Source: an optimization exercise on an open RTL-to-GDS flow (aim: small area, a short achievable clock period and few clock cycles). Production flows keep margins and buffers that such runs may drop.
At most, simulation tests tie the RTL to the original design; equivalence was not proved.
Power figures rest on the tool's default switching activity, not on a simulated workload.

==> branch yarrow: inputs <==
==> flow/design.v <==
module nbc_stream_dec (
    input  wire        clk,
    input  wire        rst,
    input  wire        cmd_valid,
    output wire        cmd_ready,
    input  wire [1:0]  cmd_mode,
    input  wire [63:0] cmd_acc,
    input  wire        in_valid,
    output wire        in_ready,
    input  wire [63:0] in_data,
    output reg         out_valid,
    input  wire        out_ready,
    output reg  [63:0] out_data,
    output reg         out_last
);
    localparam S_COUNT = 2'd0;    
    localparam S_SLOT  = 2'd1;    
    localparam S_HDR   = 2'd2;    
    localparam S_END   = 2'd3;    
    reg [1:0]   state;
    reg         have_cmd;
    reg         cmd_rdy;
    reg         m_acc;       
    reg         m_delta;     
    reg [31:0]  remain;      
    reg         rem_zero;    
    reg         rem_is1;     
    reg         rem_le1;     
    reg [4:0]   blk_n;
    reg [7:0]   blk_m;       
    reg         odd;         
    reg [2:0]   idx;
    reg [4:0]   sm;          
    reg [4:0]   sc;          
    reg [63:0]  w0, w1, w2;
    reg [1:0]   wk;          
    reg         in_rdy;
    reg [4:0]   p;           
    reg         f_valid;
    reg         f_load;      
    reg         f_last;
    reg         f_acc;       
    reg         f_cy;        
    reg [63:0]  f;
    assign in_ready  = in_rdy;
    assign cmd_ready = cmd_rdy;
    wire go     = !out_valid || out_ready;   
    wire en1    = !f_valid || go;            
    wire cmd_go = cmd_valid && cmd_rdy;
    wire take   = in_valid && in_rdy;
    wire       drop  = p[4];                 
    wire [1:0] wk_e  = wk - {1'b0, drop};    
    wire       have1 = (wk_e != 2'd0);
    wire       have2 = wk_e[1];
    wire [127:0] win = drop ? {w2, w1} : {w1, w0};
    reg  [75:0]  ext1;
    reg  [63:0]  ext;
    always @(*) begin
        case (p[3:2])
            2'd0: ext1 = win[75:0];
            2'd1: ext1 = win[91:16];
            2'd2: ext1 = win[107:32];
            default: ext1 = win[123:48];
        endcase
        case (p[1:0])
            2'd0: ext = ext1[63:0];
            2'd1: ext = ext1[67:4];
            2'd2: ext = ext1[71:8];
            default: ext = ext1[75:12];
        endcase
    end
    wire [63:0] lo       = drop ? w1 : w0;
    wire [31:0] cnt      = lo[31:0];
    wire        cnt_zero = (cnt == 32'd0);
    wire [15:0] hdr     = (state == S_COUNT) ? lo[47:32] : ext[15:0];
    wire [4:0]  hdr_n   = hdr[4:0];
    wire [7:0]  hdr_m   = hdr[15:8];
    reg  [63:0] smask;
    integer j;
    always @(*) begin
        for (j = 0; j < 16; j = j + 1)
            smask[4*j +: 4] = (j < sm) ? 4'hF : 4'h0;
    end
    wire        last    = (idx == 3'd7);
    wire        pad7    = blk_n[0] & (odd ^ !blk_m[0] ^ !blk_m[1]);
    wire [4:0]  tot_s   = {1'b0, p[3:0]} + sc;
    wire        avail_s = (sc == 5'd0) || have2 || (have1 && (tot_s <= 5'd16));
    wire        rest_unstored = (blk_n == 5'd0) || (&blk_m[7:1]);
    wire        fin     = rem_le1 && rest_unstored;
    wire [4:0]  tot_h   = {1'b0, p[3:0]} + 5'd4;
    wire        avail_h = have2 || (have1 && (tot_h <= 5'd16));
    reg [1:0]   state_n;
    reg         have_cmd_n, f_valid_n;
    reg [4:0]   p_n;
    reg         start, slot_go;
    always @(*) begin
        state_n    = state;
        have_cmd_n = have_cmd;
        f_valid_n  = f_valid && !go;
        p_n        = {1'b0, p[3:0]};
        start      = 1'b0;
        slot_go    = 1'b0;
        if (cmd_go) begin
            have_cmd_n = 1'b1;
            f_valid_n  = 1'b1;
        end
        if (en1) begin
            case (state)
                S_COUNT: begin
                    if ((have_cmd || cmd_go) && have1) begin
                        start      = 1'b1;
                        have_cmd_n = 1'b0;
                        if (!cnt_zero) begin
                            p_n     = 5'd12;
                            state_n = S_SLOT;
                        end else begin
                            p_n     = 5'd16;
                        end
                    end
                end
                S_SLOT: begin
                    if (avail_s) begin
                        slot_go = 1'b1;
                        if (!rem_zero)
                            f_valid_n = 1'b1;
                        if (fin) begin
                            p_n     = (tot_s == 5'd0) ? 5'd0 : 5'd16;
                            state_n = (tot_s > 5'd16) ? S_END : S_COUNT;
                        end else begin
                            p_n = tot_s;
                            if (last)
                                state_n = S_HDR;
                        end
                    end
                end
                S_HDR: begin
                    if (avail_h) begin
                        p_n     = tot_h;
                        state_n = S_SLOT;
                    end
                end
                S_END: begin
                    p_n     = 5'd16;
                    state_n = S_COUNT;
                end
            endcase
        end
    end
    wire [1:0] wk_n = wk_e + {1'b0, take};
    always @(posedge clk) begin
        if (drop) begin
            w0 <= w1;
            w1 <= w2;
        end
        if (in_rdy) begin
            if (wk_e == 2'd0) w0 <= in_data;
            if (wk_e == 2'd1) w1 <= in_data;
            if (wk_e == 2'd2) w2 <= in_data;
        end
    end
    always @(posedge clk) begin
        if (en1 && (state == S_SLOT || (state == S_COUNT && cmd_rdy))) begin
            f      <= (state == S_COUNT) ? cmd_acc : (ext & smask);
            f_load <= (state == S_COUNT);
            f_last <= rem_is1;
            f_acc  <= (state != S_COUNT) && m_acc;
            f_cy   <= (state != S_COUNT) && m_delta;
        end
        if (cmd_go) begin
            m_acc   <= (cmd_mode == 2'd1) || (cmd_mode == 2'd2);
            m_delta <= (cmd_mode == 2'd1);
        end
        if (start) begin
            remain  <= cnt;
            rem_is1 <= (cnt == 32'd1);
            rem_le1 <= (cnt[31:1] == 31'd0);
        end
        if (slot_go && !rem_zero) begin
            remain  <= remain - 32'd1;
            rem_is1 <= (remain == 32'd2);
            rem_le1 <= (remain[31:2] == 30'd0) && !(remain[1] && remain[0]);
        end
        if (en1 && (state == S_COUNT || state == S_HDR)) begin
            blk_n   <= hdr_n;
            blk_m   <= hdr_m;
            odd     <= 1'b0;
            idx     <= 3'd0;
            sm      <= hdr_m[0] ? 5'd0 : hdr_n;
            sc      <= hdr_m[0] ? 5'd0 : hdr_n;
        end
        if (slot_go) begin
            idx   <= idx + 3'd1;
            blk_m <= {1'b1, blk_m[7:1]};
            odd   <= odd ^ !blk_m[0];
            sm    <= blk_m[1] ? 5'd0 : blk_n;
            if (idx == 3'd6)
                sc <= (blk_m[1] ? 5'd0 : blk_n) + {4'd0, pad7};
            else
                sc <= blk_m[1] ? 5'd0 : blk_n;
        end
        if (rst) begin
            state    <= S_COUNT;
            have_cmd <= 1'b0;
            cmd_rdy  <= 1'b1;
            f_valid  <= 1'b0;
            p        <= 5'd0;
            wk       <= 2'd0;
            in_rdy   <= 1'b1;
            rem_zero <= 1'b1;
        end else begin
            state    <= state_n;
            have_cmd <= have_cmd_n;
            cmd_rdy  <= (state_n == S_COUNT) && !have_cmd_n && !f_valid_n;
            f_valid  <= f_valid_n;
            p        <= p_n;
            wk       <= wk_n;
            in_rdy   <= (wk_n != 2'd3) || p_n[4];
            if (start)
                rem_zero <= cnt_zero;
            else if (slot_go && !rem_zero)
                rem_zero <= rem_is1;
        end
    end
    wire [63:0] a  = out_data & {64{f_acc}};
    wire [63:0] hp = a ^ f;
    wire [63:0] hg = out_data & f & {64{f_cy}};
    wire [63:0] ht = out_data | f;
    reg  [63:0] pg, pt;
    integer l, i;
    always @(*) begin
        pg = hg;
        pt = ht;
        for (l = 0; l < 6; l = l + 1)
            for (i = 0; i < 64; i = i + 1)
                if ((i >> l) & 1) begin
                    pg[i] = pg[i] | (pt[i] & pg[((i >> l) << l) - 1]);
                    pt[i] = pt[i] & pt[((i >> l) << l) - 1];
                end
    end
    wire [63:0] sink = hp ^ {pg[62:0], 1'b0};
    always @(posedge clk) begin
        if (rst) begin
            out_valid <= 1'b0;
        end else if (go) begin
            out_valid <= f_valid && !f_load;
            if (f_valid) begin
                out_data <= sink;
                out_last <= f_last;
            end
        end
    end
endmodule
==> flow/run.sh <==
#!/bin/bash
# synth_recipe.tcl (not shown) runs the flow's synth.tcl, then flattens the netlist and writes it again
# the make line also repeats each setting of config.mk as NAME=value (left out here)
make -C /OpenROAD-flow-scripts/flow DESIGN_CONFIG=/design/flow/config.mk WORK_HOME=/design/flow/orfs CLKGATE_MAP_FILE= SYNTH_SCRIPT=/design/flow/synth_recipe.tcl finish
==> flow/config.mk <==
export PLATFORM = sky130hd
export DESIGN_NAME = nbc_stream_dec
export DESIGN_NICKNAME = nbc_stream_dec
export VERILOG_FILES = /design/flow/design.v
export SDC_FILE = /design/flow/constraint.sdc
export NUM_CORES = 4
export LEC_CHECK = 0
export CAP_MARGIN = 20
export CORE_MARGIN = 2
export CORE_UTILIZATION = 45
export SETUP_SLACK_MARGIN = 5.0
export SLEW_MARGIN = 20
export TNS_END_PERCENT = 2
==> flow/constraint.sdc <==
create_clock -name core_clock -period 8.0 [get_ports {clk}]
set_input_delay 1.6000 -clock core_clock [delete_from_list [all_inputs] [get_ports {clk}]]
set_output_delay 1.6000 -clock core_clock [all_outputs]
set_load 0.01 [all_outputs]
==> branch violet: changes against branch yarrow <==
--- a/flow/design.v
+++ b/flow/design.v
@@ -89,63 +89,62 @@
     wire        fin     = rem_le1 && rest_unstored;
     wire [4:0]  tot_h   = {1'b0, p[3:0]} + 5'd4;
     wire        avail_h = have2 || (have1 && (tot_h <= 5'd16));
-    reg [1:0]   state_n;
-    reg         have_cmd_n, f_valid_n;
-    reg [4:0]   p_n;
-    reg         start, slot_go;
-    always @(*) begin
-        state_n    = state;
-        have_cmd_n = have_cmd;
-        f_valid_n  = f_valid && !go;
-        p_n        = {1'b0, p[3:0]};
-        start      = 1'b0;
-        slot_go    = 1'b0;
-        if (cmd_go) begin
-            have_cmd_n = 1'b1;
-            f_valid_n  = 1'b1;
-        end
-        if (en1) begin
-            case (state)
-                S_COUNT: begin
-                    if ((have_cmd || cmd_go) && have1) begin
-                        start      = 1'b1;
-                        have_cmd_n = 1'b0;
-                        if (!cnt_zero) begin
-                            p_n     = 5'd12;
-                            state_n = S_SLOT;
-                        end else begin
-                            p_n     = 5'd16;
-                        end
+    reg [1:0]   state_c;
+    reg         have_cmd_c, fv_c;
+    reg [4:0]   p_c;
+    reg         start_c, slot_go_c;
+    always @(*) begin
+        state_c    = state;
+        have_cmd_c = have_cmd || cmd_go;
+        fv_c       = cmd_go;
+        p_c        = {1'b0, p[3:0]};
+        start_c    = 1'b0;
+        slot_go_c  = 1'b0;
+        case (state)
+            S_COUNT: begin
+                if ((have_cmd || cmd_go) && have1) begin
+                    start_c    = 1'b1;
+                    have_cmd_c = 1'b0;
+                    if (!cnt_zero) begin
+                        p_c     = 5'd12;
+                        state_c = S_SLOT;
+                    end else begin
+                        p_c     = 5'd16;
                     end
                 end
-                S_SLOT: begin
-                    if (avail_s) begin
-                        slot_go = 1'b1;
-                        if (!rem_zero)
-                            f_valid_n = 1'b1;
-                        if (fin) begin
-                            p_n     = (tot_s == 5'd0) ? 5'd0 : 5'd16;
-                            state_n = (tot_s > 5'd16) ? S_END : S_COUNT;
-                        end else begin
-                            p_n = tot_s;
-                            if (last)
-                                state_n = S_HDR;
-                        end
+            end
+            S_SLOT: begin
+                if (avail_s) begin
+                    slot_go_c = 1'b1;
+                    fv_c      = !rem_zero;
+                    if (fin) begin
+                        p_c     = (tot_s == 5'd0) ? 5'd0 : 5'd16;
+                        state_c = (tot_s > 5'd16) ? S_END : S_COUNT;
+                    end else begin
+                        p_c = tot_s;
+                        if (last)
+                            state_c = S_HDR;
                     end
                 end
-                S_HDR: begin
-                    if (avail_h) begin
-                        p_n     = tot_h;
-                        state_n = S_SLOT;
-                    end
-                end
-                S_END: begin
-                    p_n     = 5'd16;
-                    state_n = S_COUNT;
-                end
-            endcase
-        end
-    end
+            end
+            S_HDR: begin
+                if (avail_h) begin
+                    p_c     = tot_h;
+                    state_c = S_SLOT;
+                end
+            end
+            S_END: begin
+                p_c     = 5'd16;
+                state_c = S_COUNT;
+            end
+        endcase
+    end
+    wire [1:0]  state_n    = en1 ? state_c : state;
+    wire        have_cmd_n = en1 ? have_cmd_c : (have_cmd || cmd_go);
+    wire        f_valid_n  = en1 ? fv_c : 1'b1;
+    wire [4:0]  p_n        = en1 ? p_c : {1'b0, p[3:0]};
+    wire        start      = en1 && start_c;
+    wire        slot_go    = en1 && slot_go_c;
     wire [1:0] wk_n = wk_e + {1'b0, take};
     always @(posedge clk) begin
         if (drop) begin
- CORE_UTILIZATION: 45 -> 60
==> branch ember: changes against branch yarrow <==
--- a/flow/design.v
+++ b/flow/design.v
@@ -89,63 +89,62 @@
     wire        fin     = rem_le1 && rest_unstored;
     wire [4:0]  tot_h   = {1'b0, p[3:0]} + 5'd4;
     wire        avail_h = have2 || (have1 && (tot_h <= 5'd16));
-    reg [1:0]   state_n;
-    reg         have_cmd_n, f_valid_n;
-    reg [4:0]   p_n;
-    reg         start, slot_go;
-    always @(*) begin
-        state_n    = state;
-        have_cmd_n = have_cmd;
-        f_valid_n  = f_valid && !go;
-        p_n        = {1'b0, p[3:0]};
-        start      = 1'b0;
-        slot_go    = 1'b0;
-        if (cmd_go) begin
-            have_cmd_n = 1'b1;
-            f_valid_n  = 1'b1;
-        end
-        if (en1) begin
-            case (state)
-                S_COUNT: begin
-                    if ((have_cmd || cmd_go) && have1) begin
-                        start      = 1'b1;
-                        have_cmd_n = 1'b0;
-                        if (!cnt_zero) begin
-                            p_n     = 5'd12;
-                            state_n = S_SLOT;
-                        end else begin
-                            p_n     = 5'd16;
-                        end
+    reg [1:0]   state_c;
+    reg         have_cmd_c, fv_c;
+    reg [4:0]   p_c;
+    reg         start_c, slot_go_c;
+    always @(*) begin
+        state_c    = state;
+        have_cmd_c = have_cmd || cmd_go;
+        fv_c       = cmd_go;
+        p_c        = {1'b0, p[3:0]};
+        start_c    = 1'b0;
+        slot_go_c  = 1'b0;
+        case (state)
+            S_COUNT: begin
+                if ((have_cmd || cmd_go) && have1) begin
+                    start_c    = 1'b1;
+                    have_cmd_c = 1'b0;
+                    if (!cnt_zero) begin
+                        p_c     = 5'd12;
+                        state_c = S_SLOT;
+                    end else begin
+                        p_c     = 5'd16;
                     end
                 end
-                S_SLOT: begin
-                    if (avail_s) begin
-                        slot_go = 1'b1;
-                        if (!rem_zero)
-                            f_valid_n = 1'b1;
-                        if (fin) begin
-                            p_n     = (tot_s == 5'd0) ? 5'd0 : 5'd16;
-                            state_n = (tot_s > 5'd16) ? S_END : S_COUNT;
-                        end else begin
-                            p_n = tot_s;
-                            if (last)
-                                state_n = S_HDR;
-                        end
+            end
+            S_SLOT: begin
+                if (avail_s) begin
+                    slot_go_c = 1'b1;
+                    fv_c      = !rem_zero;
+                    if (fin) begin
+                        p_c     = (tot_s == 5'd0) ? 5'd0 : 5'd16;
+                        state_c = (tot_s > 5'd16) ? S_END : S_COUNT;
+                    end else begin
+                        p_c = tot_s;
+                        if (last)
+                            state_c = S_HDR;
                     end
                 end
-                S_HDR: begin
-                    if (avail_h) begin
-                        p_n     = tot_h;
-                        state_n = S_SLOT;
-                    end
-                end
-                S_END: begin
-                    p_n     = 5'd16;
-                    state_n = S_COUNT;
-                end
-            endcase
-        end
-    end
+            end
+            S_HDR: begin
+                if (avail_h) begin
+                    p_c     = tot_h;
+                    state_c = S_SLOT;
+                end
+            end
+            S_END: begin
+                p_c     = 5'd16;
+                state_c = S_COUNT;
+            end
+        endcase
+    end
+    wire [1:0]  state_n    = en1 ? state_c : state;
+    wire        have_cmd_n = en1 ? have_cmd_c : (have_cmd || cmd_go);
+    wire        f_valid_n  = en1 ? fv_c : 1'b1;
+    wire [4:0]  p_n        = en1 ? p_c : {1'b0, p[3:0]};
+    wire        start      = en1 && start_c;
+    wire        slot_go    = en1 && slot_go_c;
     wire [1:0] wk_n = wk_e + {1'b0, take};
     always @(posedge clk) begin
         if (drop) begin
- CORE_UTILIZATION: 45 -> 30
- PLACE_DENSITY: not set -> 0.75
- SETUP_SLACK_MARGIN: 5.0 -> 4.5
- TNS_END_PERCENT: 2 -> 10
==> comparison table <==
	branch yarrow	branch ember	branch violet
Result of the run	timing/DRC/antenna clean	timing/DRC/antenna clean	timing/DRC/antenna clean
Crit path launch	f[21]	p[4]	out_data[25]
Standard cell core area	51300 um^2	76200 um^2	37800 um^2
Stages on worst setup path	14	10	13
Critical-path top delay cell	sky130_fd_sc_hd__or4_4	sky130_fd_sc_hd__mux2i_1	sky130_fd_sc_hd__edfxtp_1
Post-route worst hold slack	424 ps	422 ps	424 ps
Internal	6.82 mW	6.43 mW	6.69 mW
Fraction of area in clock buffers and inverters	4.94%	4.98%	4.88%
Mapped cell area	23300 um^2	23100 um^2	23100 um^2
Antenna cell count	1	2	1
Initial core utilization	45.5%	30.4%	61.1%
Shortest period the worst path allows	3320 ps	3530 ps	3360 ps
Share of layout cells above drive strength 1	12.8%	8.50%	13.3%
1st-pass router iterations	9	8	9
Area fraction in and, or, nand and nor cells after synthesis	13.7%	12.9%	12.9%
Non-clock buffering overhead	11.6%	9.11%	11.9%
Met1 layer wirelength in the final routing	33.2 mm	31.2 mm	28.7 mm
Mux contribution to synthesized area	11.7%	11.8%	11.8%
Number of combinational gates with multiple inputs	1879	1827	1827
Die Footprint	53700 um^2	79400 um^2	40200 um^2
Drt initial violations	1861	2509	2484
Layout Nets	2861	2721	2800
Share of synthesized area occupied by flip-flops and latches	45.7%	46.1%	46.1%
Height of the chip	232 um	282 um	200 um
Number of placed cells counting well taps	3240	3533	3015
Clock buffer count in the final layout	60	66	66
# resized after CTS	71	18	82
Testbench counts of branch violet, summed over its fixed seeds: cycles 16,918.
Testbench counts of branch ember, summed over its fixed seeds: cycles 16,918.
For branch yarrow, only the layout was checked, not whether the RTL still works.

-- afterwards: timing with drivers on the ports --
How much do the figures lean on ideal ports? The routed layouts below were timed once more, with nothing changed but the port constraints.
Step 1 (the two cells are an assumption about what drives the block):
set clk [get_ports {clk}]
set_driving_cell -lib_cell sky130_fd_sc_hd__clkbuf_16 $clk
set_driving_cell -lib_cell sky130_fd_sc_hd__buf_2 [delete_from_list [all_inputs] $clk]
Step 2 moves the port delays by t, midway between the first and last clock arrival at a register: inputs arrive t later, outputs are due t later. That takes back most of the time a late clock gives input paths.
Slacks: no drivers / after step 1 / after step 2; pairs: no drivers / after step 1.
run	t, ns	setup WS [ns]	worst setup path at the end	cell pins on the clock port's net
branch yarrow	0.641	4.683 / 4.665 / 4.221	input to register	1
branch violet	0.625	4.644 / 4.642 / 4.161	input to register	1
branch ember	0.629	4.469 / 4.469 / 4.149	input to register	1
After both steps setup and hold are still met in every run listed. The setup slack of branch violet, which loses most, moves by -0.002 ns with the drivers and by -0.483 ns with both steps.
